From an optimization exercise on the open Yosys and OpenROAD flow, aimed at small area, a short achievable clock period and few clock cycles per item; shortcuts taken in it are not production practice.
Only the layout flow was run in this run; the RTL was not checked for function there.

## design/flow/flow/run.sh

```bash
#!/bin/bash
# Layout: the standard synthesis unchanged, then ORFS's standard layout steps
# with a larger setup margin for repair_timing (same SDC, same clock period) and
# plain buffers (buf_2) as the port buffers. Each tool run's full output goes to
# a log file in this folder.
set -uo pipefail
bash standard.sh synth > synth.log 2>&1 || exit 1
bash standard.sh SETUP_SLACK_MARGIN=8 "BUFFER_PORTS_ARGS=-buffer_cell sky130_fd_sc_hd__buf_2" finish > layout.log 2>&1 || exit 1
```

## design/flow/standard.sh

```bash
#!/bin/bash
# synth_recipe.tcl (not shown) runs the flow's synth.tcl, then flattens the netlist and writes it again
# the make line also repeats each setting of config.mk as NAME=value (left out here)
make -C /OpenROAD-flow-scripts/flow DESIGN_CONFIG=/design/flow/config.mk WORK_HOME=/design/flow/orfs CLKGATE_MAP_FILE= SYNTH_SCRIPT=/design/flow/synth_recipe.tcl "${@:-finish}"
```

## design/flow/config.mk

```make
export PLATFORM = sky130hd
export DESIGN_NAME = spn_core
export DESIGN_NICKNAME = spn_core
export VERILOG_FILES = /design/flow/design.v
export SDC_FILE = /design/flow/constraint.sdc
export NUM_CORES = 8
export LEC_CHECK = 0
export ABC_AREA = 1
export CAP_MARGIN = 20
export CELL_PAD_IN_SITES_DETAIL_PLACEMENT = 1
export CELL_PAD_IN_SITES_GLOBAL_PLACEMENT = 2
export CORE_MARGIN = 2
export CORE_UTILIZATION = 30
export SLEW_MARGIN = 20
```

## design/flow/constraint.sdc

```tcl
create_clock -name core_clock -period 13.0 [get_ports {clk}]
set_input_delay 2.6000 -clock core_clock [delete_from_list [all_inputs] [get_ports {clk}]]
set_output_delay 2.6000 -clock core_clock [all_outputs]
set_load 0.01 [all_outputs]
```

## design/flow/design.v

```verilog
module spn_ginv(input [7:0] x, output [7:0] y);
  wire new_n17, new_n18, new_n19, new_n20, new_n21, new_n22, new_n23,
    new_n24, new_n25, new_n26, new_n27, new_n28, new_n29, new_n30, new_n31,
    new_n32, new_n33, new_n34, new_n35, new_n36, new_n37, new_n38, new_n39,
    new_n40, new_n41, new_n42, new_n43, new_n44, new_n45, new_n46, new_n47,
    new_n48, new_n49, new_n50, new_n51, new_n52, new_n53, new_n54, new_n55,
    new_n56, new_n57, new_n58, new_n59, new_n60, new_n61, new_n62, new_n63,
    new_n64, new_n65, new_n66, new_n67, new_n68, new_n69, new_n70, new_n71,
    new_n72, new_n73, new_n74, new_n75, new_n76, new_n77, new_n78, new_n79,
    new_n80, new_n81, new_n82, new_n83, new_n84, new_n85, new_n86, new_n87,
    new_n88, new_n89, new_n90, new_n91, new_n92, new_n93, new_n94, new_n95,
    new_n96, new_n97, new_n98, new_n99, new_n100, new_n101, new_n102,
    new_n103, new_n104, new_n105, new_n106, new_n107, new_n108, new_n109,
    new_n110, new_n111, new_n112, new_n113, new_n114, new_n115, new_n116,
    new_n117, new_n118, new_n119, new_n120, new_n121, new_n122, new_n123,
    new_n124, new_n125, new_n126, new_n127, new_n128, new_n129, new_n130,
    new_n131, new_n132, new_n133, new_n134, new_n135, new_n136, new_n137,
    new_n138, new_n139, new_n140, new_n141, new_n142, new_n143, new_n144,
    new_n145, new_n146, new_n147, new_n148, new_n149, new_n150, new_n152,
    new_n153, new_n154, new_n155, new_n156, new_n157, new_n158, new_n159,
    new_n160, new_n161, new_n162, new_n163, new_n164, new_n165, new_n166,
    new_n167, new_n168, new_n169, new_n170, new_n171, new_n172, new_n173,
    new_n174, new_n175, new_n176, new_n177, new_n178, new_n179, new_n180,
    new_n181, new_n182, new_n183, new_n184, new_n185, new_n186, new_n187,
    new_n188, new_n189, new_n190, new_n191, new_n192, new_n193, new_n194,
    new_n195, new_n196, new_n197, new_n198, new_n199, new_n200, new_n201,
    new_n202, new_n203, new_n204, new_n205, new_n206, new_n207, new_n208,
    new_n209, new_n210, new_n211, new_n212, new_n213, new_n214, new_n215,
    new_n216, new_n217, new_n218, new_n219, new_n220, new_n221, new_n222,
    new_n223, new_n224, new_n225, new_n226, new_n227, new_n228, new_n229,
    new_n230, new_n231, new_n232, new_n233, new_n234, new_n235, new_n236,
    new_n237, new_n238, new_n239, new_n240, new_n241, new_n242, new_n243,
    new_n244, new_n245, new_n246, new_n247, new_n248, new_n250, new_n251,
    new_n252, new_n253, new_n254, new_n255, new_n256, new_n257, new_n258,
    new_n259, new_n260, new_n261, new_n262, new_n263, new_n264, new_n265,
    new_n266, new_n267, new_n268, new_n269, new_n270, new_n271, new_n272,
    new_n273, new_n274, new_n275, new_n276, new_n277, new_n278, new_n279,
    new_n280, new_n281, new_n282, new_n283, new_n284, new_n285, new_n286,
    new_n287, new_n288, new_n289, new_n290, new_n291, new_n292, new_n293,
    new_n294, new_n295, new_n296, new_n297, new_n298, new_n299, new_n300,
    new_n301, new_n302, new_n303, new_n304, new_n305, new_n306, new_n307,
    new_n308, new_n309, new_n310, new_n311, new_n312, new_n313, new_n314,
    new_n315, new_n316, new_n317, new_n318, new_n319, new_n320, new_n321,
    new_n322, new_n323, new_n324, new_n325, new_n326, new_n327, new_n328,
    new_n330, new_n331, new_n332, new_n333, new_n334, new_n335, new_n336,
    new_n337, new_n338, new_n339, new_n340, new_n341, new_n342, new_n343,
    new_n344, new_n345, new_n346, new_n347, new_n348, new_n349, new_n350,
    new_n351, new_n352, new_n353, new_n354, new_n355, new_n356, new_n357,
    new_n358, new_n359, new_n360, new_n361, new_n362, new_n363, new_n364,
    new_n365, new_n366, new_n367, new_n368, new_n369, new_n370, new_n371,
    new_n372, new_n373, new_n374, new_n375, new_n376, new_n377, new_n378,
    new_n379, new_n380, new_n381, new_n382, new_n383, new_n384, new_n385,
    new_n386, new_n387, new_n388, new_n389, new_n390, new_n391, new_n392,
    new_n393, new_n394, new_n395, new_n396, new_n397, new_n398, new_n399,
    new_n400, new_n401, new_n402, new_n403, new_n404, new_n405, new_n406,
    new_n407, new_n408, new_n409, new_n410, new_n412, new_n413, new_n414,
    new_n415, new_n416, new_n417, new_n418, new_n419, new_n420, new_n421,
    new_n422, new_n423, new_n424, new_n425, new_n426, new_n427, new_n428,
    new_n429, new_n430, new_n431, new_n432, new_n433, new_n434, new_n435,
    new_n436, new_n437, new_n438, new_n439, new_n440, new_n441, new_n442,
    new_n443, new_n444, new_n445, new_n446, new_n447, new_n448, new_n449,
    new_n450, new_n451, new_n452, new_n453, new_n454, new_n455, new_n456,
    new_n457, new_n458, new_n459, new_n460, new_n461, new_n462, new_n463,
    new_n464, new_n465, new_n466, new_n467, new_n468, new_n469, new_n470,
    new_n471, new_n472, new_n473, new_n474, new_n475, new_n477, new_n478,
    new_n479, new_n480, new_n481, new_n482, new_n483, new_n484, new_n485,
    new_n486, new_n487, new_n488, new_n489, new_n490, new_n491, new_n492,
    new_n493, new_n494, new_n495, new_n496, new_n497, new_n498, new_n499,
    new_n500, new_n501, new_n502, new_n503, new_n504, new_n505, new_n506,
    new_n507, new_n508, new_n509, new_n510, new_n511, new_n512, new_n513,
    new_n514, new_n515, new_n516, new_n517, new_n518, new_n519, new_n520,
    new_n521, new_n522, new_n523, new_n524, new_n525, new_n526, new_n527,
    new_n528, new_n529, new_n530, new_n531, new_n532, new_n533, new_n534,
    new_n535, new_n536, new_n538, new_n539, new_n540, new_n541, new_n542,
    new_n543, new_n544, new_n545, new_n546, new_n547, new_n548, new_n549,
    new_n550, new_n551, new_n552, new_n553, new_n554, new_n555, new_n556,
    new_n557, new_n558, new_n559, new_n560, new_n561, new_n562, new_n563,
    new_n564, new_n565, new_n566, new_n567, new_n568, new_n569, new_n570,
    new_n571, new_n572, new_n573, new_n574, new_n575, new_n576, new_n577,
    new_n578, new_n579, new_n580, new_n581, new_n582, new_n583, new_n584,
    new_n585, new_n586, new_n587, new_n588, new_n589, new_n590, new_n591,
    new_n592, new_n593, new_n594, new_n596, new_n597, new_n598, new_n599,
    new_n600, new_n601, new_n602, new_n603, new_n604, new_n605, new_n606,
    new_n607, new_n608, new_n609, new_n610, new_n611, new_n612, new_n613,
    new_n614, new_n615, new_n616, new_n617, new_n618, new_n619, new_n620,
    new_n621, new_n622, new_n623, new_n624, new_n625, new_n626, new_n627,
    new_n628, new_n629, new_n630, new_n631, new_n632, new_n633, new_n634,
    new_n635, new_n636, new_n637, new_n638, new_n639, new_n640, new_n641,
    new_n642, new_n643, new_n644, new_n645, new_n646, new_n647, new_n648,
    new_n649, new_n650, new_n651, new_n652;
  assign new_n17 = ~x[0] & x[2];
  assign new_n18 = x[3] & new_n17;
  assign new_n19 = x[0] & ~x[1];
  assign new_n20 = x[2] & ~new_n19;
  assign new_n21 = ~x[3] & ~new_n20;
  assign new_n22 = ~new_n18 & ~new_n21;
  assign new_n23 = x[5] & new_n22;
  assign new_n24 = ~x[1] & x[2];
  assign new_n25 = x[0] & ~x[2];
  assign new_n26 = ~x[3] & ~new_n25;
  assign new_n27 = ~new_n24 & new_n26;
  assign new_n28 = x[3] & new_n20;
  assign new_n29 = ~x[5] & ~new_n28;
  assign new_n30 = ~new_n27 & new_n29;
  assign new_n31 = x[6] & ~new_n30;
  assign new_n32 = ~new_n23 & new_n31;
  assign new_n33 = ~x[0] & ~x[2];
  assign new_n34 = x[1] & new_n33;
  assign new_n35 = ~x[1] & new_n25;
  assign new_n36 = ~new_n34 & ~new_n35;
  assign new_n37 = ~x[0] & new_n24;
  assign new_n38 = new_n36 & ~new_n37;
  assign new_n39 = x[3] & ~new_n38;
  assign new_n40 = ~x[1] & ~x[2];
  assign new_n41 = ~x[3] & ~new_n40;
  assign new_n42 = ~x[0] & x[1];
  assign new_n43 = new_n41 & ~new_n42;
  assign new_n44 = ~x[5] & ~new_n43;
  assign new_n45 = ~new_n39 & new_n44;
  assign new_n46 = ~x[3] & ~new_n33;
  assign new_n47 = ~x[1] & new_n46;
  assign new_n48 = x[3] & ~new_n33;
  assign new_n49 = x[5] & ~new_n48;
  assign new_n50 = ~new_n47 & new_n49;
  assign new_n51 = ~x[6] & ~new_n50;
  assign new_n52 = ~new_n45 & new_n51;
  assign new_n53 = x[4] & ~new_n52;
  assign new_n54 = ~new_n32 & new_n53;
  assign new_n55 = ~x[0] & new_n40;
  assign new_n56 = x[5] & ~new_n55;
  assign new_n57 = ~x[0] & ~x[1];
  assign new_n58 = x[0] & x[1];
  assign new_n59 = ~new_n57 & ~new_n58;
  assign new_n60 = x[2] & new_n59;
  assign new_n61 = new_n41 & ~new_n60;
  assign new_n62 = ~x[3] & ~new_n61;
  assign new_n63 = new_n56 & ~new_n62;
  assign new_n64 = ~x[0] & x[3];
  assign new_n65 = new_n24 & new_n64;
  assign new_n66 = ~x[5] & ~new_n35;
  assign new_n67 = ~new_n65 & new_n66;
  assign new_n68 = ~new_n63 & ~new_n67;
  assign new_n69 = x[6] & ~new_n68;
  assign new_n70 = ~new_n20 & new_n36;
  assign new_n71 = ~x[3] & ~new_n70;
  assign new_n72 = ~x[2] & new_n58;
  assign new_n73 = x[3] & ~new_n57;
  assign new_n74 = ~new_n72 & new_n73;
  assign new_n75 = ~x[5] & ~new_n74;
  assign new_n76 = ~new_n71 & new_n75;
  assign new_n77 = x[3] & ~new_n59;
  assign new_n78 = ~x[2] & new_n77;
  assign new_n79 = x[5] & ~new_n43;
  assign new_n80 = ~new_n78 & new_n79;
  assign new_n81 = ~x[6] & ~new_n80;
  assign new_n82 = ~new_n76 & new_n81;
  assign new_n83 = ~x[4] & ~new_n82;
  assign new_n84 = ~new_n69 & new_n83;
  assign new_n85 = ~new_n54 & ~new_n84;
  assign new_n86 = ~x[7] & ~new_n85;
  assign new_n87 = x[3] & ~new_n25;
  assign new_n88 = x[3] & new_n33;
  assign new_n89 = ~new_n41 & ~new_n59;
  assign new_n90 = ~new_n88 & new_n89;
  assign new_n91 = new_n87 & ~new_n90;
  assign new_n92 = ~new_n27 & ~new_n91;
  assign new_n93 = x[4] & ~new_n92;
  assign new_n94 = x[0] & x[2];
  assign new_n95 = ~new_n33 & ~new_n94;
  assign new_n96 = ~x[1] & x[3];
  assign new_n97 = new_n95 & new_n96;
  assign new_n98 = ~new_n88 & ~new_n97;
  assign new_n99 = ~x[3] & ~new_n19;
  assign new_n100 = ~new_n17 & new_n99;
  assign new_n101 = ~x[4] & ~new_n100;
  assign new_n102 = new_n98 & new_n101;
  assign new_n103 = x[6] & ~new_n102;
  assign new_n104 = ~new_n93 & new_n103;
  assign new_n105 = x[1] & ~x[2];
  assign new_n106 = ~x[3] & new_n105;
  assign new_n107 = x[4] & ~new_n106;
  assign new_n108 = x[4] & ~new_n58;
  assign new_n109 = ~new_n107 & ~new_n108;
  assign new_n110 = ~x[0] & ~new_n40;
  assign new_n111 = x[3] & new_n110;
  assign new_n112 = ~new_n109 & ~new_n111;
  assign new_n113 = ~new_n20 & new_n26;
  assign new_n114 = ~x[4] & ~new_n64;
  assign new_n115 = x[1] & x[3];
  assign new_n116 = ~x[2] & new_n115;
  assign new_n117 = new_n114 & ~new_n116;
  assign new_n118 = ~new_n113 & new_n117;
  assign new_n119 = ~x[6] & ~new_n118;
  assign new_n120 = ~new_n112 & new_n119;
  assign new_n121 = ~new_n104 & ~new_n120;
  assign new_n122 = ~x[5] & ~new_n121;
  assign new_n123 = ~x[3] & ~new_n24;
  assign new_n124 = ~new_n34 & new_n123;
  assign new_n125 = ~x[4] & ~new_n124;
  assign new_n126 = ~new_n18 & ~new_n115;
  assign new_n127 = x[1] & x[2];
  assign new_n128 = ~x[0] & new_n127;
  assign new_n129 = ~new_n126 & ~new_n128;
  assign new_n130 = new_n125 & ~new_n129;
  assign new_n131 = x[4] & ~new_n64;
  assign new_n132 = x[1] & ~new_n17;
  assign new_n133 = new_n123 & ~new_n132;
  assign new_n134 = new_n131 & ~new_n133;
  assign new_n135 = x[6] & ~new_n134;
  assign new_n136 = ~new_n130 & new_n135;
  assign new_n137 = new_n94 & new_n96;
  assign new_n138 = ~x[4] & ~new_n137;
  assign new_n139 = ~x[3] & ~new_n94;
  assign new_n140 = new_n36 & new_n139;
  assign new_n141 = new_n138 & ~new_n140;
  assign new_n142 = new_n41 & ~new_n128;
  assign new_n143 = x[4] & ~new_n77;
  assign new_n144 = ~new_n142 & new_n143;
  assign new_n145 = ~x[6] & ~new_n144;
  assign new_n146 = ~new_n141 & new_n145;
  assign new_n147 = ~new_n136 & ~new_n146;
  assign new_n148 = x[5] & ~new_n147;
  assign new_n149 = x[7] & ~new_n148;
  assign new_n150 = ~new_n122 & new_n149;
  assign y[0] = ~new_n86 & ~new_n150;
  assign new_n152 = x[3] & ~new_n24;
  assign new_n153 = ~new_n57 & new_n152;
  assign new_n154 = ~x[4] & ~new_n153;
  assign new_n155 = ~new_n42 & new_n139;
  assign new_n156 = ~new_n40 & new_n155;
  assign new_n157 = new_n41 & new_n59;
  assign new_n158 = ~new_n156 & ~new_n157;
  assign new_n159 = new_n154 & new_n158;
  assign new_n160 = x[4] & ~new_n137;
  assign new_n161 = ~new_n62 & new_n160;
  assign new_n162 = ~new_n159 & ~new_n161;
  assign new_n163 = x[5] & ~new_n162;
  assign new_n164 = x[0] & x[3];
  assign new_n165 = ~new_n40 & ~new_n127;
  assign new_n166 = new_n164 & ~new_n165;
  assign new_n167 = ~x[3] & ~new_n37;
  assign new_n168 = x[4] & ~x[5];
  assign new_n169 = ~new_n167 & new_n168;
  assign new_n170 = ~new_n166 & new_n169;
  assign new_n171 = ~new_n95 & new_n115;
  assign new_n172 = ~new_n97 & ~new_n171;
  assign new_n173 = ~x[4] & ~x[5];
  assign new_n174 = new_n99 & ~new_n128;
  assign new_n175 = new_n173 & ~new_n174;
  assign new_n176 = new_n172 & new_n175;
  assign new_n177 = x[7] & ~new_n176;
  assign new_n178 = ~new_n170 & new_n177;
  assign new_n179 = ~new_n163 & new_n178;
  assign new_n180 = x[1] & new_n46;
  assign new_n181 = x[4] & ~new_n180;
  assign new_n182 = x[1] & new_n95;
  assign new_n183 = new_n153 & ~new_n182;
  assign new_n184 = new_n181 & ~new_n183;
  assign new_n185 = ~x[4] & ~new_n105;
  assign new_n186 = ~new_n88 & new_n185;
  assign new_n187 = ~x[3] & new_n25;
  assign new_n188 = new_n186 & ~new_n187;
  assign new_n189 = ~x[5] & ~new_n188;
  assign new_n190 = ~new_n184 & new_n189;
  assign new_n191 = ~new_n19 & ~new_n127;
  assign new_n192 = new_n48 & new_n191;
  assign new_n193 = ~x[4] & ~new_n192;
  assign new_n194 = ~new_n164 & new_n193;
  assign new_n195 = ~new_n167 & new_n194;
  assign new_n196 = ~new_n17 & new_n36;
  assign new_n197 = x[3] & new_n196;
  assign new_n198 = new_n59 & new_n123;
  assign new_n199 = x[4] & ~new_n198;
  assign new_n200 = ~new_n197 & new_n199;
  assign new_n201 = x[5] & ~new_n200;
  assign new_n202 = ~new_n195 & new_n201;
  assign new_n203 = ~new_n190 & ~new_n202;
  assign new_n204 = ~x[7] & ~new_n203;
  assign new_n205 = ~new_n179 & ~new_n204;
  assign new_n206 = x[6] & ~new_n205;
  assign new_n207 = ~new_n24 & ~new_n182;
  assign new_n208 = ~x[3] & ~new_n207;
  assign new_n209 = ~x[4] & ~new_n208;
  assign new_n210 = ~new_n166 & new_n209;
  assign new_n211 = x[0] & new_n165;
  assign new_n212 = new_n48 & ~new_n211;
  assign new_n213 = ~new_n17 & new_n41;
  assign new_n214 = x[4] & ~new_n213;
  assign new_n215 = ~new_n212 & new_n214;
  assign new_n216 = ~x[5] & ~new_n215;
  assign new_n217 = ~new_n210 & new_n216;
  assign new_n218 = x[3] & ~new_n35;
  assign new_n219 = ~new_n127 & new_n218;
  assign new_n220 = ~x[4] & ~new_n43;
  assign new_n221 = ~new_n180 & new_n220;
  assign new_n222 = ~new_n219 & new_n221;
  assign new_n223 = ~x[2] & ~new_n59;
  assign new_n224 = new_n152 & ~new_n223;
  assign new_n225 = ~x[3] & ~new_n42;
  assign new_n226 = ~new_n20 & new_n225;
  assign new_n227 = x[4] & ~new_n226;
  assign new_n228 = ~new_n224 & new_n227;
  assign new_n229 = ~new_n222 & ~new_n228;
  assign new_n230 = x[5] & ~new_n229;
  assign new_n231 = ~x[7] & ~new_n230;
  assign new_n232 = ~new_n217 & new_n231;
  assign new_n233 = new_n107 & ~new_n224;
  assign new_n234 = x[2] & x[3];
  assign new_n235 = ~x[4] & ~new_n234;
  assign new_n236 = ~new_n191 & new_n235;
  assign new_n237 = x[5] & ~new_n236;
  assign new_n238 = ~new_n233 & new_n237;
  assign new_n239 = ~new_n17 & ~new_n164;
  assign new_n240 = new_n108 & ~new_n239;
  assign new_n241 = ~x[5] & ~new_n72;
  assign new_n242 = ~x[4] & new_n115;
  assign new_n243 = new_n241 & ~new_n242;
  assign new_n244 = ~new_n240 & new_n243;
  assign new_n245 = x[7] & ~new_n244;
  assign new_n246 = ~new_n238 & new_n245;
  assign new_n247 = ~x[6] & ~new_n246;
  assign new_n248 = ~new_n232 & new_n247;
  assign y[1] = new_n206 | new_n248;
  assign new_n250 = ~x[0] & new_n165;
  assign new_n251 = new_n139 & ~new_n250;
  assign new_n252 = ~new_n97 & ~new_n192;
  assign new_n253 = ~new_n251 & new_n252;
  assign new_n254 = x[4] & ~new_n253;
  assign new_n255 = x[0] & ~new_n165;
  assign new_n256 = x[3] & ~new_n255;
  assign new_n257 = ~new_n47 & ~new_n256;
  assign new_n258 = new_n114 & ~new_n257;
  assign new_n259 = ~new_n254 & ~new_n258;
  assign new_n260 = x[5] & ~new_n259;
  assign new_n261 = new_n87 & ~new_n110;
  assign new_n262 = new_n168 & ~new_n261;
  assign new_n263 = new_n158 & new_n262;
  assign new_n264 = ~new_n105 & ~new_n153;
  assign new_n265 = ~new_n116 & new_n173;
  assign new_n266 = ~new_n264 & new_n265;
  assign new_n267 = ~x[6] & ~new_n266;
  assign new_n268 = ~new_n263 & new_n267;
  assign new_n269 = ~new_n260 & new_n268;
  assign new_n270 = ~x[2] & x[3];
  assign new_n271 = ~new_n42 & new_n270;
  assign new_n272 = ~new_n58 & new_n167;
  assign new_n273 = ~x[4] & ~new_n272;
  assign new_n274 = ~new_n271 & new_n273;
  assign new_n275 = ~x[0] & ~new_n105;
  assign new_n276 = ~x[3] & ~new_n275;
  assign new_n277 = x[4] & ~new_n276;
  assign new_n278 = ~new_n78 & new_n277;
  assign new_n279 = x[5] & ~new_n278;
  assign new_n280 = ~new_n274 & new_n279;
  assign new_n281 = new_n131 & new_n241;
  assign new_n282 = ~new_n96 & ~new_n139;
  assign new_n283 = new_n173 & ~new_n282;
  assign new_n284 = x[6] & ~new_n283;
  assign new_n285 = ~new_n281 & new_n284;
  assign new_n286 = ~new_n280 & new_n285;
  assign new_n287 = ~new_n269 & ~new_n286;
  assign new_n288 = ~x[7] & ~new_n287;
  assign new_n289 = x[4] & ~new_n96;
  assign new_n290 = ~new_n270 & new_n289;
  assign new_n291 = x[4] & ~new_n59;
  assign new_n292 = ~new_n290 & ~new_n291;
  assign new_n293 = ~new_n24 & new_n140;
  assign new_n294 = ~new_n292 & ~new_n293;
  assign new_n295 = ~x[4] & new_n172;
  assign new_n296 = ~new_n71 & new_n295;
  assign new_n297 = ~new_n294 & ~new_n296;
  assign new_n298 = ~x[5] & ~new_n297;
  assign new_n299 = ~x[3] & new_n196;
  assign new_n300 = new_n154 & ~new_n299;
  assign new_n301 = new_n46 & ~new_n211;
  assign new_n302 = x[4] & ~new_n301;
  assign new_n303 = x[5] & ~new_n302;
  assign new_n304 = ~new_n300 & new_n303;
  assign new_n305 = ~new_n298 & ~new_n304;
  assign new_n306 = ~x[6] & ~new_n305;
  assign new_n307 = x[0] & new_n41;
  assign new_n308 = ~new_n59 & new_n87;
  assign new_n309 = new_n98 & ~new_n308;
  assign new_n310 = ~new_n307 & new_n309;
  assign new_n311 = x[4] & ~new_n310;
  assign new_n312 = ~x[3] & new_n223;
  assign new_n313 = ~x[4] & ~new_n312;
  assign new_n314 = ~new_n197 & new_n313;
  assign new_n315 = ~new_n311 & ~new_n314;
  assign new_n316 = x[5] & ~new_n315;
  assign new_n317 = x[3] & new_n191;
  assign new_n318 = ~x[3] & ~new_n38;
  assign new_n319 = ~new_n317 & ~new_n318;
  assign new_n320 = new_n168 & ~new_n319;
  assign new_n321 = new_n64 & ~new_n127;
  assign new_n322 = new_n173 & ~new_n321;
  assign new_n323 = ~new_n155 & new_n322;
  assign new_n324 = x[6] & ~new_n323;
  assign new_n325 = ~new_n320 & new_n324;
  assign new_n326 = ~new_n316 & new_n325;
  assign new_n327 = ~new_n306 & ~new_n326;
  assign new_n328 = x[7] & ~new_n327;
  assign y[2] = ~new_n288 & ~new_n328;
  assign new_n330 = ~x[3] & new_n59;
  assign new_n331 = x[3] & ~new_n250;
  assign new_n332 = ~new_n330 & ~new_n331;
  assign new_n333 = ~new_n94 & ~new_n332;
  assign new_n334 = ~x[5] & ~new_n333;
  assign new_n335 = ~x[3] & ~new_n182;
  assign new_n336 = x[5] & new_n252;
  assign new_n337 = ~new_n335 & new_n336;
  assign new_n338 = ~x[6] & ~new_n337;
  assign new_n339 = ~new_n334 & new_n338;
  assign new_n340 = new_n46 & ~new_n57;
  assign new_n341 = ~new_n255 & new_n340;
  assign new_n342 = new_n152 & ~new_n275;
  assign new_n343 = ~new_n341 & ~new_n342;
  assign new_n344 = ~x[5] & ~new_n343;
  assign new_n345 = x[3] & ~new_n94;
  assign new_n346 = ~new_n105 & new_n345;
  assign new_n347 = x[5] & ~new_n340;
  assign new_n348 = ~new_n346 & new_n347;
  assign new_n349 = x[6] & ~new_n348;
  assign new_n350 = ~new_n344 & new_n349;
  assign new_n351 = ~x[4] & ~new_n350;
  assign new_n352 = ~new_n339 & new_n351;
  assign new_n353 = new_n26 & ~new_n60;
  assign new_n354 = x[3] & new_n94;
  assign new_n355 = new_n172 & ~new_n354;
  assign new_n356 = ~new_n353 & new_n355;
  assign new_n357 = new_n56 & new_n356;
  assign new_n358 = new_n95 & ~new_n96;
  assign new_n359 = ~new_n88 & ~new_n358;
  assign new_n360 = ~x[5] & ~new_n359;
  assign new_n361 = x[6] & ~new_n360;
  assign new_n362 = ~new_n357 & new_n361;
  assign new_n363 = x[1] & new_n26;
  assign new_n364 = x[3] & new_n35;
  assign new_n365 = ~x[5] & ~new_n364;
  assign new_n366 = ~new_n363 & new_n365;
  assign new_n367 = new_n46 & ~new_n182;
  assign new_n368 = ~new_n24 & new_n87;
  assign new_n369 = x[5] & ~new_n368;
  assign new_n370 = ~new_n367 & new_n369;
  assign new_n371 = ~new_n366 & ~new_n370;
  assign new_n372 = ~x[6] & ~new_n371;
  assign new_n373 = x[4] & ~new_n372;
  assign new_n374 = ~new_n362 & new_n373;
  assign new_n375 = ~new_n352 & ~new_n374;
  assign new_n376 = x[7] & ~new_n375;
  assign new_n377 = x[3] & new_n58;
  assign new_n378 = ~x[4] & ~new_n377;
  assign new_n379 = ~new_n318 & new_n378;
  assign new_n380 = new_n99 & ~new_n165;
  assign new_n381 = new_n160 & ~new_n380;
  assign new_n382 = x[5] & ~new_n381;
  assign new_n383 = ~new_n379 & new_n382;
  assign new_n384 = ~new_n211 & new_n225;
  assign new_n385 = x[1] & new_n87;
  assign new_n386 = ~new_n384 & ~new_n385;
  assign new_n387 = new_n173 & ~new_n386;
  assign new_n388 = new_n126 & new_n168;
  assign new_n389 = ~new_n157 & new_n388;
  assign new_n390 = x[6] & ~new_n389;
  assign new_n391 = ~new_n387 & new_n390;
  assign new_n392 = ~new_n383 & new_n391;
  assign new_n393 = ~new_n77 & new_n235;
  assign new_n394 = ~new_n156 & new_n393;
  assign new_n395 = x[4] & new_n98;
  assign new_n396 = ~new_n71 & new_n395;
  assign new_n397 = ~new_n394 & ~new_n396;
  assign new_n398 = x[5] & ~new_n397;
  assign new_n399 = new_n168 & ~new_n345;
  assign new_n400 = ~new_n142 & new_n399;
  assign new_n401 = new_n110 & ~new_n234;
  assign new_n402 = ~x[2] & new_n96;
  assign new_n403 = ~x[4] & ~new_n402;
  assign new_n404 = ~new_n401 & new_n403;
  assign new_n405 = ~x[5] & ~new_n404;
  assign new_n406 = ~new_n400 & new_n405;
  assign new_n407 = ~x[6] & ~new_n406;
  assign new_n408 = ~new_n398 & new_n407;
  assign new_n409 = ~new_n392 & ~new_n408;
  assign new_n410 = ~x[7] & ~new_n409;
  assign y[3] = ~new_n376 & ~new_n410;
  assign new_n412 = new_n143 & ~new_n255;
  assign new_n413 = ~new_n192 & new_n273;
  assign new_n414 = ~new_n412 & ~new_n413;
  assign new_n415 = ~x[5] & ~new_n414;
  assign new_n416 = ~new_n128 & new_n218;
  assign new_n417 = ~new_n251 & ~new_n416;
  assign new_n418 = ~x[4] & ~new_n417;
  assign new_n419 = ~new_n19 & new_n48;
  assign new_n420 = ~new_n109 & ~new_n419;
  assign new_n421 = x[5] & ~new_n420;
  assign new_n422 = ~new_n418 & new_n421;
  assign new_n423 = ~new_n415 & ~new_n422;
  assign new_n424 = ~x[7] & ~new_n423;
  assign new_n425 = ~new_n55 & new_n139;
  assign new_n426 = ~new_n180 & ~new_n425;
  assign new_n427 = ~new_n183 & new_n426;
  assign new_n428 = x[4] & ~new_n427;
  assign new_n429 = ~new_n114 & ~new_n185;
  assign new_n430 = ~new_n24 & ~new_n429;
  assign new_n431 = ~x[5] & ~new_n430;
  assign new_n432 = ~new_n428 & new_n431;
  assign new_n433 = ~new_n105 & new_n164;
  assign new_n434 = ~new_n33 & ~new_n433;
  assign new_n435 = new_n107 & new_n434;
  assign new_n436 = ~new_n46 & ~new_n271;
  assign new_n437 = ~x[4] & ~new_n436;
  assign new_n438 = x[5] & ~new_n437;
  assign new_n439 = ~new_n435 & new_n438;
  assign new_n440 = x[7] & ~new_n439;
  assign new_n441 = ~new_n432 & new_n440;
  assign new_n442 = ~new_n424 & ~new_n441;
  assign new_n443 = x[6] & ~new_n442;
  assign new_n444 = ~new_n115 & ~new_n239;
  assign new_n445 = new_n185 & ~new_n444;
  assign new_n446 = ~new_n22 & new_n445;
  assign new_n447 = ~new_n429 & ~new_n446;
  assign new_n448 = ~new_n25 & new_n41;
  assign new_n449 = x[3] & ~new_n40;
  assign new_n450 = ~new_n128 & new_n449;
  assign new_n451 = x[4] & ~new_n450;
  assign new_n452 = ~new_n448 & new_n451;
  assign new_n453 = x[5] & ~new_n452;
  assign new_n454 = ~new_n447 & new_n453;
  assign new_n455 = new_n173 & ~new_n354;
  assign new_n456 = ~new_n312 & new_n455;
  assign new_n457 = new_n168 & ~new_n356;
  assign new_n458 = ~new_n456 & ~new_n457;
  assign new_n459 = ~new_n454 & new_n458;
  assign new_n460 = x[7] & ~new_n459;
  assign new_n461 = new_n168 & ~new_n384;
  assign new_n462 = new_n309 & new_n461;
  assign new_n463 = new_n191 & new_n403;
  assign new_n464 = x[4] & ~new_n116;
  assign new_n465 = ~new_n124 & new_n464;
  assign new_n466 = x[5] & ~new_n465;
  assign new_n467 = ~new_n463 & new_n466;
  assign new_n468 = ~new_n40 & new_n340;
  assign new_n469 = ~new_n65 & new_n173;
  assign new_n470 = ~new_n468 & new_n469;
  assign new_n471 = ~x[7] & ~new_n470;
  assign new_n472 = ~new_n467 & new_n471;
  assign new_n473 = ~new_n462 & new_n472;
  assign new_n474 = ~x[6] & ~new_n473;
  assign new_n475 = ~new_n460 & new_n474;
  assign y[4] = ~new_n443 & ~new_n475;
  assign new_n477 = x[3] & ~new_n70;
  assign new_n478 = ~new_n272 & ~new_n477;
  assign new_n479 = new_n168 & ~new_n478;
  assign new_n480 = new_n26 & ~new_n132;
  assign new_n481 = new_n290 & ~new_n480;
  assign new_n482 = ~new_n312 & new_n481;
  assign new_n483 = ~x[4] & ~new_n18;
  assign new_n484 = ~new_n251 & new_n483;
  assign new_n485 = x[5] & ~new_n484;
  assign new_n486 = ~new_n482 & new_n485;
  assign new_n487 = ~new_n24 & new_n164;
  assign new_n488 = new_n173 & ~new_n487;
  assign new_n489 = ~new_n335 & new_n488;
  assign new_n490 = ~x[6] & ~new_n489;
  assign new_n491 = ~new_n486 & new_n490;
  assign new_n492 = ~new_n479 & new_n491;
  assign new_n493 = ~new_n105 & new_n167;
  assign new_n494 = new_n289 & ~new_n493;
  assign new_n495 = ~x[4] & ~new_n28;
  assign new_n496 = ~x[1] & new_n64;
  assign new_n497 = ~new_n157 & ~new_n496;
  assign new_n498 = new_n495 & new_n497;
  assign new_n499 = x[5] & ~new_n498;
  assign new_n500 = ~new_n494 & new_n499;
  assign new_n501 = new_n168 & ~new_n308;
  assign new_n502 = ~new_n425 & new_n501;
  assign new_n503 = ~new_n90 & new_n173;
  assign new_n504 = x[6] & ~new_n503;
  assign new_n505 = ~new_n502 & new_n504;
  assign new_n506 = ~new_n500 & new_n505;
  assign new_n507 = ~new_n492 & ~new_n506;
  assign new_n508 = ~x[7] & ~new_n507;
  assign new_n509 = ~new_n25 & ~new_n250;
  assign new_n510 = new_n289 & ~new_n509;
  assign new_n511 = ~new_n99 & ~new_n132;
  assign new_n512 = new_n404 & ~new_n511;
  assign new_n513 = ~new_n510 & ~new_n512;
  assign new_n514 = x[5] & ~new_n513;
  assign new_n515 = new_n165 & new_n345;
  assign new_n516 = new_n26 & ~new_n42;
  assign new_n517 = new_n173 & ~new_n516;
  assign new_n518 = ~new_n515 & new_n517;
  assign new_n519 = ~new_n47 & new_n399;
  assign new_n520 = ~new_n518 & ~new_n519;
  assign new_n521 = ~new_n514 & new_n520;
  assign new_n522 = x[6] & ~new_n521;
  assign new_n523 = ~new_n73 & ~new_n480;
  assign new_n524 = x[4] & ~new_n523;
  assign new_n525 = ~new_n330 & new_n495;
  assign new_n526 = ~x[5] & ~new_n525;
  assign new_n527 = ~new_n524 & new_n526;
  assign new_n528 = ~new_n261 & new_n273;
  assign new_n529 = x[4] & ~new_n340;
  assign new_n530 = ~new_n219 & new_n529;
  assign new_n531 = x[5] & ~new_n530;
  assign new_n532 = ~new_n528 & new_n531;
  assign new_n533 = ~new_n527 & ~new_n532;
  assign new_n534 = ~x[6] & ~new_n533;
  assign new_n535 = x[7] & ~new_n534;
  assign new_n536 = ~new_n522 & new_n535;
  assign y[5] = ~new_n508 & ~new_n536;
  assign new_n538 = ~new_n60 & ~new_n436;
  assign new_n539 = ~x[4] & ~new_n538;
  assign new_n540 = ~x[3] & new_n55;
  assign new_n541 = ~new_n292 & ~new_n540;
  assign new_n542 = x[6] & ~new_n541;
  assign new_n543 = ~new_n539 & new_n542;
  assign new_n544 = ~new_n358 & ~new_n496;
  assign new_n545 = new_n181 & new_n544;
  assign new_n546 = ~new_n261 & ~new_n276;
  assign new_n547 = new_n220 & new_n546;
  assign new_n548 = ~x[6] & ~new_n547;
  assign new_n549 = ~new_n545 & new_n548;
  assign new_n550 = ~x[7] & ~new_n549;
  assign new_n551 = ~new_n543 & new_n550;
  assign new_n552 = ~new_n171 & new_n529;
  assign new_n553 = ~new_n48 & new_n125;
  assign new_n554 = ~x[6] & ~new_n553;
  assign new_n555 = ~new_n552 & new_n554;
  assign new_n556 = ~x[1] & new_n26;
  assign new_n557 = new_n131 & ~new_n556;
  assign new_n558 = x[6] & ~new_n445;
  assign new_n559 = ~new_n557 & new_n558;
  assign new_n560 = x[7] & ~new_n559;
  assign new_n561 = ~new_n555 & new_n560;
  assign new_n562 = x[5] & ~new_n561;
  assign new_n563 = ~new_n551 & new_n562;
  assign new_n564 = x[3] & ~new_n207;
  assign new_n565 = ~new_n155 & ~new_n564;
  assign new_n566 = x[4] & ~new_n565;
  assign new_n567 = ~new_n25 & ~new_n127;
  assign new_n568 = ~new_n18 & new_n567;
  assign new_n569 = new_n378 & ~new_n568;
  assign new_n570 = ~new_n566 & ~new_n569;
  assign new_n571 = x[6] & ~new_n570;
  assign new_n572 = new_n181 & ~new_n540;
  assign new_n573 = ~new_n256 & new_n572;
  assign new_n574 = new_n221 & ~new_n331;
  assign new_n575 = ~x[6] & ~new_n574;
  assign new_n576 = ~new_n573 & new_n575;
  assign new_n577 = ~x[7] & ~new_n576;
  assign new_n578 = ~new_n571 & new_n577;
  assign new_n579 = ~new_n152 & ~new_n157;
  assign new_n580 = x[4] & ~new_n579;
  assign new_n581 = ~new_n72 & new_n276;
  assign new_n582 = new_n193 & ~new_n581;
  assign new_n583 = ~x[6] & ~new_n582;
  assign new_n584 = ~new_n580 & new_n583;
  assign new_n585 = ~new_n17 & ~new_n87;
  assign new_n586 = new_n430 & new_n585;
  assign new_n587 = ~x[2] & new_n330;
  assign new_n588 = x[6] & ~new_n346;
  assign new_n589 = ~new_n587 & new_n588;
  assign new_n590 = ~new_n586 & new_n589;
  assign new_n591 = x[7] & ~new_n590;
  assign new_n592 = ~new_n584 & new_n591;
  assign new_n593 = ~x[5] & ~new_n592;
  assign new_n594 = ~new_n578 & new_n593;
  assign y[6] = new_n563 | new_n594;
  assign new_n596 = new_n123 & ~new_n223;
  assign new_n597 = ~new_n88 & new_n378;
  assign new_n598 = ~new_n596 & new_n597;
  assign new_n599 = ~new_n26 & ~new_n377;
  assign new_n600 = new_n464 & new_n599;
  assign new_n601 = ~x[6] & ~new_n600;
  assign new_n602 = ~new_n598 & new_n601;
  assign new_n603 = x[4] & ~new_n139;
  assign new_n604 = ~new_n60 & new_n603;
  assign new_n605 = ~new_n385 & new_n604;
  assign new_n606 = ~x[4] & ~new_n511;
  assign new_n607 = x[6] & ~new_n606;
  assign new_n608 = ~new_n605 & new_n607;
  assign new_n609 = ~new_n602 & ~new_n608;
  assign new_n610 = x[7] & ~new_n609;
  assign new_n611 = x[4] & new_n126;
  assign new_n612 = ~new_n87 & ~new_n250;
  assign new_n613 = new_n611 & ~new_n612;
  assign new_n614 = ~new_n180 & ~new_n368;
  assign new_n615 = ~x[4] & ~new_n614;
  assign new_n616 = ~new_n613 & ~new_n615;
  assign new_n617 = ~x[6] & ~new_n616;
  assign new_n618 = ~new_n87 & new_n107;
  assign new_n619 = ~new_n330 & new_n618;
  assign new_n620 = new_n186 & ~new_n211;
  assign new_n621 = x[6] & ~new_n620;
  assign new_n622 = ~new_n619 & new_n621;
  assign new_n623 = ~x[7] & ~new_n622;
  assign new_n624 = ~new_n617 & new_n623;
  assign new_n625 = ~new_n610 & ~new_n624;
  assign new_n626 = x[5] & ~new_n625;
  assign new_n627 = x[3] & new_n509;
  assign new_n628 = new_n209 & ~new_n627;
  assign new_n629 = new_n289 & ~new_n345;
  assign new_n630 = ~new_n448 & new_n629;
  assign new_n631 = ~new_n628 & ~new_n630;
  assign new_n632 = x[6] & ~new_n631;
  assign new_n633 = ~new_n449 & ~new_n480;
  assign new_n634 = x[4] & ~new_n633;
  assign new_n635 = new_n138 & ~new_n581;
  assign new_n636 = ~x[6] & ~new_n635;
  assign new_n637 = ~new_n634 & new_n636;
  assign new_n638 = x[7] & ~new_n637;
  assign new_n639 = ~new_n632 & new_n638;
  assign new_n640 = new_n131 & ~new_n573;
  assign new_n641 = ~new_n100 & ~new_n556;
  assign new_n642 = new_n194 & new_n641;
  assign new_n643 = x[6] & ~new_n642;
  assign new_n644 = ~new_n640 & new_n643;
  assign new_n645 = ~new_n318 & new_n611;
  assign new_n646 = ~new_n61 & new_n393;
  assign new_n647 = ~new_n645 & ~new_n646;
  assign new_n648 = ~x[6] & ~new_n647;
  assign new_n649 = ~x[7] & ~new_n648;
  assign new_n650 = ~new_n644 & new_n649;
  assign new_n651 = ~x[5] & ~new_n650;
  assign new_n652 = ~new_n639 & new_n651;
  assign y[7] = ~new_n626 & ~new_n652;
endmodule
module spn_core (
  input  wire         clk,
  input  wire         rst,
  input  wire         start,
  input  wire [1:0]   op,
  input  wire [1:0]   klen,
  input  wire [255:0] key,
  input  wire [127:0] din,
  output reg          busy,
  output reg          done,
  output reg          err,
  output wire [127:0] dout
);
  localparam OP_KS  = 2'd0;
  localparam OP_ENC = 2'd1;
  localparam OP_DEC = 2'd2;
  localparam M_IDLE = 3'd0;
  localparam M_KS2  = 3'd2;    
  localparam M_KS3  = 3'd3;    
  localparam M_KS4  = 3'd4;    
  localparam M_WALK = 3'd5;    
  localparam M_ENC  = 3'd6;
  localparam M_DEC  = 3'd7;
  localparam [127:0] C63 = {16{8'h63}};
  reg  [2:0]   mode;
  reg          key_valid;
  reg          wend;         
  reg  [1:0]   nkc;          
  reg  [3:0]   pq;           
  reg          last;         
  reg          sel_dec;      
  reg          save;         
  reg  [127:0] yr;           
  reg  [3:0]   oenc;
  reg  [255:0] win;
  reg  [255:0] rsv;
  wire [3:0] nr1 = 4'd11 + {1'b0, nkc, 1'b0};    
  wire accept = start && !busy;
  function [7:0] xt;
    input [7:0] a;
    begin
      xt = {a[6:0], 1'b0} ^ (a[7] ? 8'h1b : 8'h00);
    end
  endfunction
  function [31:0] mix_col;
    input [31:0] col;
    reg   [7:0]  a0, a1, a2, a3;
    begin
      a0 = col[31:24]; a1 = col[23:16]; a2 = col[15:8]; a3 = col[7:0];
      mix_col = {xt(a0 ^ a1) ^ (a1 ^ (a2 ^ a3)),
                 xt(a1 ^ a2) ^ (a2 ^ (a3 ^ a0)),
                 xt(a2 ^ a3) ^ (a3 ^ (a0 ^ a1)),
                 xt(a3 ^ a0) ^ (a0 ^ (a1 ^ a2))};
    end
  endfunction
  function [7:0] x4;
    input [7:0] a;
    begin
      x4 = {a[5], a[4], a[3] ^ a[7], a[2] ^ a[6] ^ a[7], a[1] ^ a[6], a[0] ^ a[7], a[6] ^ a[7], a[6]};
    end
  endfunction
  function [31:0] imc_post;
    input [31:0] col;
    reg   [7:0]  b0, b1, b2, b3, u, v;
    begin
      b0 = col[31:24]; b1 = col[23:16]; b2 = col[15:8]; b3 = col[7:0];
      u = x4(b0 ^ b2);
      v = x4(b1 ^ b3);
      imc_post = {b0 ^ u, b1 ^ v, b2 ^ u, b3 ^ v};
    end
  endfunction
  function [127:0] shift_rows;
    input [127:0] s;
    integer r, c;
    begin
      for (r = 0; r < 4; r = r + 1)
        for (c = 0; c < 4; c = c + 1)
          shift_rows[127 - 8*(r + 4*c) -: 8] = s[127 - 8*(r + 4*((c + r) % 4)) -: 8];
    end
  endfunction
  function [127:0] shift_rows2;
    input [127:0] s;
    integer r, c;
    begin
      for (r = 0; r < 4; r = r + 1)
        for (c = 0; c < 4; c = c + 1)
          shift_rows2[127 - 8*(r + 4*c) -: 8] = s[127 - 8*(r + 4*((c + 2*r) % 4)) -: 8];
    end
  endfunction
  function [7:0] rcon_of;
    input [3:0] i;
    begin
      case (i)
        4'd1:  rcon_of = 8'h01;
        4'd2:  rcon_of = 8'h02;
        4'd3:  rcon_of = 8'h04;
        4'd4:  rcon_of = 8'h08;
        4'd5:  rcon_of = 8'h10;
        4'd6:  rcon_of = 8'h20;
        4'd7:  rcon_of = 8'h40;
        4'd8:  rcon_of = 8'h80;
        4'd9:  rcon_of = 8'h1b;
        4'd10: rcon_of = 8'h36;
        default: rcon_of = 8'h00;
      endcase
    end
  endfunction
  wire [31:0] w0 = win[255:224], w1 = win[223:192], w2 = win[191:160], w3 = win[159:128];
  wire [31:0] w4 = win[127:96],  w5 = win[95:64],   w6 = win[63:32],    w7 = win[31:0];
  function [15:0] step_pattern;
    input [1:0] k;
    input [3:0] q;
    input       fwd;
    reg         s0, s2, rt;
    reg  [3:0]  ri;
    reg  [4:0]  sel;
    reg  [1:0]  m3;
    begin
      case (q)
        4'd0, 4'd3, 4'd6, 4'd9, 4'd12, 4'd15: m3 = 2'd0;
        4'd1, 4'd4, 4'd7, 4'd10, 4'd13:       m3 = 2'd1;
        default:                              m3 = 2'd2;
      endcase
      s0 = 1'b0; s2 = 1'b0; rt = 1'b0; ri = 4'd0;
      case (k)
        2'd0: begin
          s0 = 1'b1; rt = 1'b1;
          ri = fwd ? q : q - 4'd2;
        end
        2'd1: begin
          if (m3 == 2'd0) begin
            s0 = 1'b1; rt = 1'b1;
            case (q)
              4'd3:  ri = fwd ? 4'd2  : 4'd1;
              4'd6:  ri = fwd ? 4'd4  : 4'd3;
              4'd9:  ri = fwd ? 4'd6  : 4'd5;
              4'd12: ri = fwd ? 4'd8  : 4'd7;
              default: ri = fwd ? 4'd10 : 4'd9;
            endcase
          end else if (m3 == 2'd1) begin
            s2 = 1'b1; rt = 1'b1;
            case (q)
              4'd1:  ri = fwd ? 4'd1 : 4'd0;
              4'd4:  ri = fwd ? 4'd3 : 4'd2;
              4'd7:  ri = fwd ? 4'd5 : 4'd4;
              4'd10: ri = fwd ? 4'd7 : 4'd6;
              default: ri = fwd ? 4'd9 : 4'd8;
            endcase
          end
        end
        default: begin
          s0 = 1'b1;
          rt = fwd ? !q[0] : q[0];
          ri = {1'b0, q[3:1]};
        end
      endcase
      if (fwd)
        sel = s2 ? 5'b00010 : 5'b00001;
      else if (k == 2'd0)
        sel = 5'b00100;
      else if (k == 2'd1 && s0)
        sel = 5'b10000;
      else
        sel = 5'b01000;
      step_pattern = {s0, s2, rt, rt ? rcon_of(ri) : 8'h00, sel};
    end
  endfunction
  reg        kfwd;                  
  reg        sub0, sub2, rot;
  reg  [7:0] krc;
  reg  [4:0] ksel;
  wire [31:0] ksin = ({32{ksel[0]}} & w7) | ({32{ksel[1]}} & (w7 ^ w2 ^ w3)) |
                     ({32{ksel[2]}} & (w2 ^ w3)) | ({32{ksel[3]}} & w3) |
                     ({32{ksel[4]}} & w1);
  wire [31:0] ksub_i;
  genvar g;
  generate
    for (g = 0; g < 4; g = g + 1) begin : g_ksbox
      spn_ginv u_inv (.x(ksin[31 - 8*g -: 8]), .y(ksub_i[31 - 8*g -: 8]));
    end
  endgenerate
  wire [31:0] ksub = ksub_i ^ 32'h63636363;
  wire [31:0] kt   = rot ? ({ksub[23:0], ksub[31:24]} ^ {krc, 24'h000000}) : ksub;
  reg [31:0] b0, b1, b2, b3, c0, c1, c2, c3;
  always @(*) begin
    case (nkc)
      2'd0:    begin {b0, b1, b2, b3} = {w4, w5, w6, w7}; {c0, c1, c2, c3} = {w0, w1, w2, w3}; end
      2'd1:    begin {b0, b1, b2, b3} = {w2, w3, w4, w5}; {c0, c1, c2, c3} = {w2, w3, w4, w5}; end
      default: begin {b0, b1, b2, b3} = {w0, w1, w2, w3}; {c0, c1, c2, c3} = {w4, w5, w6, w7}; end
    endcase
  end
  wire [31:0] fx = sub0 ? 32'd0 : w7;       
  wire [31:0] p0 = b0 ^ fx;
  wire [31:0] p1 = p0 ^ b1;
  wire [31:0] p2 = sub2 ? b2 : (p1 ^ b2);
  wire [31:0] p3 = p2 ^ b3;
  wire [31:0] q0 = c0 ^ (sub0 ? 32'd0 : w1);
  wire [31:0] q1 = c1 ^ c0;
  wire [31:0] q2 = c2 ^ (sub2 ? 32'd0 : c1);
  wire [31:0] q3 = c3 ^ c2;
  wire [127:0] kpq   = kfwd ? {p0, p1, p2, p3} : {q0, q1, q2, q3};
  wire [3:0]   kmask = kfwd ? {sub0, sub0, sub0 | sub2, sub0 | sub2} : {sub0, 1'b0, sub2, 1'b0};
  wire [127:0] nw    = kpq ^ ({{32{kmask[3]}}, {32{kmask[2]}}, {32{kmask[1]}}, {32{kmask[0]}}} &
                             {kt, kt, kt, kt});
  wire [255:0] win_fwd = {win[127:0], nw};
  wire [255:0] win_bwd = {nw, win[255:128]};
  wire [127:0] rk_e = win[127:0];
  wire [127:0] rk_d = win[255:128];
  wire [127:0] mc_in = yr ^ ((rk_d ^ C63) & {128{sel_dec}});
  wire [127:0] mc    = {mix_col(mc_in[127:96]), mix_col(mc_in[95:64]),
                        mix_col(mc_in[63:32]),  mix_col(mc_in[31:0])};
  wire [127:0] e_next = mc ^ rk_e ^ C63;
  wire [127:0] d_imc = {imc_post(mc[127:96]), imc_post(mc[95:64]),
                        imc_post(mc[63:32]),  imc_post(mc[31:0])};
  wire [127:0] d_next = shift_rows2(d_imc);
  wire [127:0] k_out;
  generate
    for (g = 0; g < 4; g = g + 1) begin : g_kout
      assign k_out[127 - 32*g -: 32] = oenc[g] ? (rk_e[127 - 32*g -: 32] ^ 32'h63636363)
                                                : rk_d[127 - 32*g -: 32];
    end
  endgenerate
  assign dout = yr ^ k_out;
  wire [127:0] k_enc  = wend ? rsv[255:128] : win[255:128];
  wire [127:0] k_dec  = wend ? win[127:0] : rsv[127:0];
  wire [127:0] a_enc  = din ^ k_enc;
  wire [127:0] a_dec  = shift_rows2(din ^ k_dec ^ C63);
  wire [127:0] a_next = op[1] ? a_dec : a_enc;
  wire [127:0] x_next = (mode == M_IDLE) ? a_next : (mode == M_ENC) ? e_next : d_next;
  wire [127:0] y_next;
  generate
    for (g = 0; g < 16; g = g + 1) begin : g_dinv
      spn_ginv u_inv (.x(x_next[127 - 8*g -: 8]), .y(y_next[127 - 8*g -: 8]));
    end
  endgenerate
  wire [127:0] z_next = shift_rows(y_next);
  wire go_enc = accept && (op == OP_ENC) && key_valid;
  wire go_dec = accept && (op == OP_DEC) && key_valid;
  wire go_ks  = accept && (op == OP_KS) && (klen != 2'd3);
  wire go_err = accept && !go_enc && !go_dec && !go_ks;
  reg [2:0] mode_n;
  reg [3:0] pq_n;
  reg [1:0] nkc_n;
  reg       fin;           
  always @(*) begin
    mode_n = mode;
    pq_n   = pq;
    nkc_n  = nkc;
    fin    = 1'b0;
    case (mode)
      M_IDLE: begin
        if (go_ks) begin
          mode_n = M_KS2;
          nkc_n  = klen;
          pq_n   = 4'd2;
        end else if (go_enc) begin
          mode_n = M_ENC;
          pq_n   = 4'd2;
        end else if (go_dec) begin
          mode_n = M_DEC;
          pq_n   = nr1;
        end
      end
      M_KS2: begin
        mode_n = M_KS3;
        pq_n   = 4'd1;
      end
      M_KS3: begin
        mode_n = M_KS4;
        pq_n   = 4'd2;
      end
      M_KS4, M_WALK: begin
        mode_n = M_WALK;
        pq_n   = pq + 4'd1;
        if (pq == nr1 - 4'd1) begin    
          mode_n = M_IDLE;
          fin    = 1'b1;
        end
      end
      M_ENC: begin
        pq_n = pq + 4'd1;
        if (last) begin
          mode_n = M_IDLE;
          fin    = 1'b1;
        end
      end
      default: begin    
        pq_n = pq - 4'd1;
        if (last) begin
          mode_n = M_IDLE;
          fin    = 1'b1;
        end
      end
    endcase
  end
  wire [3:0]  nr1_n  = 4'd11 + {1'b0, nkc_n, 1'b0};
  wire        kfwd_n = (mode_n != M_DEC) && (mode_n != M_KS2);
  wire [15:0] pat_n  = step_pattern(nkc_n, pq_n, kfwd_n);
  wire        last_n = (mode_n == M_ENC) ? (pq_n == nr1_n - 4'd1) : (pq_n == 4'd3);
  always @(posedge clk) begin
    yr <= z_next;
    if (mode == M_IDLE)
      oenc <= {op[0] | !op[1], op[0] & !op[1], op[0], !op[1]};
  end
  always @(posedge clk) begin
    if (mode == M_IDLE) begin
      if (go_ks)
        win <= key;
      else if ((go_enc && wend) || (go_dec && !wend))
        win <= rsv;
    end else begin
      case (mode)
        M_KS2:  win <= win_bwd;
        M_DEC:  win <= win_bwd;
        default: win <= win_fwd;
      endcase
    end
  end
  always @(posedge clk) begin
    if (save)
      rsv <= win;
  end
  always @(posedge clk) begin
    pq   <= pq_n;
    nkc  <= nkc_n;
    last <= last_n;
    sel_dec <= (mode_n == M_DEC);
    save <= (go_enc && !wend) || (go_dec && wend) || (mode == M_KS3);
    kfwd <= kfwd_n;
    {sub0, sub2, rot, krc, ksel} <= pat_n;
  end
  always @(posedge clk) begin
    if (rst) begin
      mode      <= M_IDLE;
      busy      <= 1'b0;
      done      <= 1'b0;
      err       <= 1'b0;
      key_valid <= 1'b0;
    end else begin
      mode <= mode_n;
      busy <= (mode_n != M_IDLE);
      done <= fin || go_err;
      err  <= go_err;
      if (go_ks)
        key_valid <= 1'b0;
      else if (fin && mode != M_ENC && mode != M_DEC)
        key_valid <= 1'b1;
      if (fin)
        wend <= (mode != M_DEC);
    end
  end
endmodule
```

==> run notes <==
==> what timing repair did <==
action | 4_1_cts | 5_1_grt
buffers inserted | 415 | 578
pin swaps | 195 | 457
endpoints found under the setup margin | 730 | 476
gates cloned | 57 | 44
endpoints found under the hold margin | 0 | 0
gates resized for setup | 2029 | 2133
==> routing by layer <==
| layer | wire length [µm] | share of wire |
|---|---|---|
| met2 | 413000 | 0.40 |
| met5 | 287 | 0.00028 |
| met4 | 112000 | 0.11 |
| met3 | 128000 | 0.12 |
| met1 | 379000 | 0.37 |
==> flip-flops by register name, summed over array words and instances, names as in the netlist, 3 cells and up <==
name	count
pq	4
ksel	5
yr	128
mode	3
rsv	256
krc	8
win	256
oenc	4
==> worst max-delay path: stages, from the launching register on <==
cell and delay [ps]:
sky130_fd_sc_hd__edfxtp_1 500, sky130_fd_sc_hd__buf_8 220, sky130_fd_sc_hd__buf_12 150, sky130_fd_sc_hd__buf_16 180, sky130_fd_sc_hd__o21ai_4 190, sky130_fd_sc_hd__xor2_4 410, sky130_fd_sc_hd__buf_6 180
==> area by class of cell <==
class | count | area (µm²)
Clock buffer | 141 | 3020
Sequential cell | 678 | 18800
Antenna cell | 90 | 225
Fill cell | 52000 | 235000
Clock inverter | 56 | 568
Timing Repair Buffer | 1944 | 18600
Tap cell | 5220 | 6530
Timing Repair inverter | 11 | 88.8
Multi-Input combinational cell | 17900 | 101000
Inverter | 2125 | 9050
==> per-stage QoR <==
step | worst slack, ps | util | hold WS (ps) | cell area, µm²
6_report | 7640 | 0.401 | 452 | 157000
2_1_floorplan | 5460 | - | 421 | 118000
3_5_place_dp | 4860 | 0.320 | 436 | 126000
3_3_place_gp | 4660 | 0.320 | 429 | 126000
4_1_cts | 7680 | 0.363 | 450 | 143000
5_1_grt | 7710 | 0.401 | 459 | 157000
==> kinds of logic after synthesis <==
group / Yosys count / synth area share
and+or+nand+nor: 13600 / 0.485
AOI/OAI and AO/OA: 3389 / 0.165
xor gates and xnor gates: 658 / 0.0541
muxes: 14 / 0.00119
DFF: 678 / 0.159
adders and majority gates: 259 / 0.0275
buffers and inverters: 3156 / 0.109
==> final timing paths <==
path | start | endpoint | cells past startpoint
worst max-delay path | oenc[1] | dout[68] | 6
worst min-delay path | win[43] | rsv[43] | 0
worst max register to register | sel_dec | yr[36] | 34
worst min register to register | win[43] | rsv[43] | 0
==> cell usage in the layout, fill, tap and decap left out, types with 130 or more instances in the layout <==
master	instances
sky130_fd_sc_hd__a21oi_1	767
sky130_fd_sc_hd__a22oi_1	378
sky130_fd_sc_hd__buf_12	174
sky130_fd_sc_hd__buf_2	434
sky130_fd_sc_hd__buf_4	1004
sky130_fd_sc_hd__buf_6	197
sky130_fd_sc_hd__clkbuf_16	145
sky130_fd_sc_hd__dfxtp_1	143
sky130_fd_sc_hd__edfxtp_1	517
sky130_fd_sc_hd__inv_1	1675
sky130_fd_sc_hd__inv_2	208
sky130_fd_sc_hd__nand2_1	7223
sky130_fd_sc_hd__nand2_2	500
sky130_fd_sc_hd__nand2_4	251
sky130_fd_sc_hd__nand3_1	3139
sky130_fd_sc_hd__nand3_2	240
sky130_fd_sc_hd__nand3_4	130
sky130_fd_sc_hd__nand4_1	292
sky130_fd_sc_hd__nor2_1	1277
sky130_fd_sc_hd__nor2_2	198
sky130_fd_sc_hd__nor2_4	133
sky130_fd_sc_hd__o211ai_1	206
sky130_fd_sc_hd__o21ai_0	1187
sky130_fd_sc_hd__o21ai_1	223
sky130_fd_sc_hd__o21ai_4	132
sky130_fd_sc_hd__xnor2_1	156
sky130_fd_sc_hd__xor2_1	282
==> results.json <==
{
  "postSynth.asyncResetShare": 0,
  "final_layout_size_suffix_gt1_frac": 0.212,
  "worstHoldPathType": "reg -> reg",
  "grt_max_degree": 103,
  "grt_setup_unrepaired": "true",
  "cts_root_buffer": "sky130_fd_sc_hd__clkbuf_16",
  "gpl.final_weighted_congestion": 1.09,
  "final.period_utilization": 0.412,
  "synth_warnings": 1,
  "post_drt_via_cell_ratio": 6.26,
  "cts_num_sinks": 678,
  "overflow": 0,
  "cts.reportedPaths.clkPinSlew_ps": 60,
  "crit_path_max_fanout": 8,
  "worstSetupEndpointType": "output port",
  "drt.antenna.violating_nets": 0,
  "synth_cells": 21800,
  "yosysUniqueCellTypes": 76,
  "worst-setup-path-type": "reg -> out",
  "floorplan.io_pins": 522,
  "die_w_um": 632,
  "synth_enable_flop_cells": 517,
  "worstPathArrival_ps": 2760,
  "core_mm2": 0.393,
  "max_cap_violations": 0,
  "relSlewSlack": 0.161,
  "outcome": "no timing/DRC/antenna violations",
  "route.final.wire_length_um": 1030000,
  "postSynth.topFlopCell": "sky130_fd_sc_hd__edfxtp_1",
  "setup_total_negative_slack_ps": 0,
  "highest_clock_frequency_the_design_can_meet_mhz": 187,
  "syn_area_mm2": 0.118,
  "grt_use_met3": 0.130,
  "grt.met2_usage": 0.693,
  "netlist_top_cells_count": "sky130_fd_sc_hd__nand2_1, sky130_fd_sc_hd__nand3_1, sky130_fd_sc_hd__inv_1",
  "placement_rows": 230,
  "reg2reg_setup_slack_ps": 7840,
  "timing_max_transition_violations_final": 0,
  "setup_violations": 0,
  "grt.total_usage": 0.481,
  "net_count_reported_at_finish": 23500,
  "ys_ff_latch": 678,
  "cts_made_buffers": 107,
  "grt.met1_usage": 0.594,
  "hold_buffers": 0,
  "avgRoutedWirePerCell_um": 36.6,
  "tritoncts": "yes",
  "grt_first_pass_wirelength_um": 1360000,
  "yosys-top-cells-area": "sky130_fd_sc_hd__nand2_1, sky130_fd_sc_hd__nand3_1, sky130_fd_sc_hd__edfxtp_1",
  "floorplan.initialDensity": 0.301,
  "hpwlAfterDp_um": 762000,
  "placed_cells_incl_taps": 26800,
  "io_buffer_count": 521,
  "ys_seq_area_frac": 0.159,
  "worst_slew_pin_slew_ps": 1250,
  "worst_clock_skew_ps": 64.8,
  "time_the_final_worst_path_needs_with_i_o_delays_and_setup_ps": 5360,
  "post-route-drc-count": 0,
  "clock_tree.htree_level_count": 3,
  "timing_hold_violations_final": 0,
  "synth.most_common_cell": "sky130_fd_sc_hd__nand2_1",
  "finalNonFillerCells": 28200,
  "synthesis.nets": 22400,
  "critical_path_required_ps": 10400,
  "busiest_layer": "met2",
  "syn-mean-instance-area_um2": 5.43,
  "max-clock-path-buffers": 4,
  "antenna_found_initial": 130,
  "detail_route.first_pass.iterations": 6,
  "synthDominantCellAreaShare": 0.250,
  "netlist.top_cell.by_area": "sky130_fd_sc_hd__nand2_1",
  "area_growth_syn_to_layout_pct": 33.1,
  "routed-via-count": 177000,
  "drt_first_iter_violations": 25500,
  "insertion_delay_ps": 940,
  "die-height_um": 632,
  "floorplan.die_area_mm2": 0.399,
  "start_kind": "flip-flop",
  "first_global_vias": 164000
}

re-timing with driven ports:
The flow's constraints put no driver on any port. The routed layout listed below was extracted and timed again, unchanged, in two steps.
Step 1 sets driving cells, clkbuf_16 on the clock port and buf_2 on the other inputs (assumed; they add their load-dependent delay and slew).
Step 2 moves the port delays by t, midway between the first and last clock arrival at a register: inputs arrive t later, outputs are due t later. That takes back most of the time a late clock gives input paths.
Three values: ideal ports, drivers, drivers and shift; two values: the first two.
t (ns): 1.038
setup WS [ns]: 7.639 / 7.512 / 6.647
worst setup path after step 2: input to register
latest minus earliest clock arrival (ns): 0.065 / 0.065
worst register clock-pin slew, ns: 0.08 / 0.08
After both steps setup and hold are still met in this run. For this run, drivers alone change the setup slack by -0.127 ns; drivers and shift together by -0.992 ns.
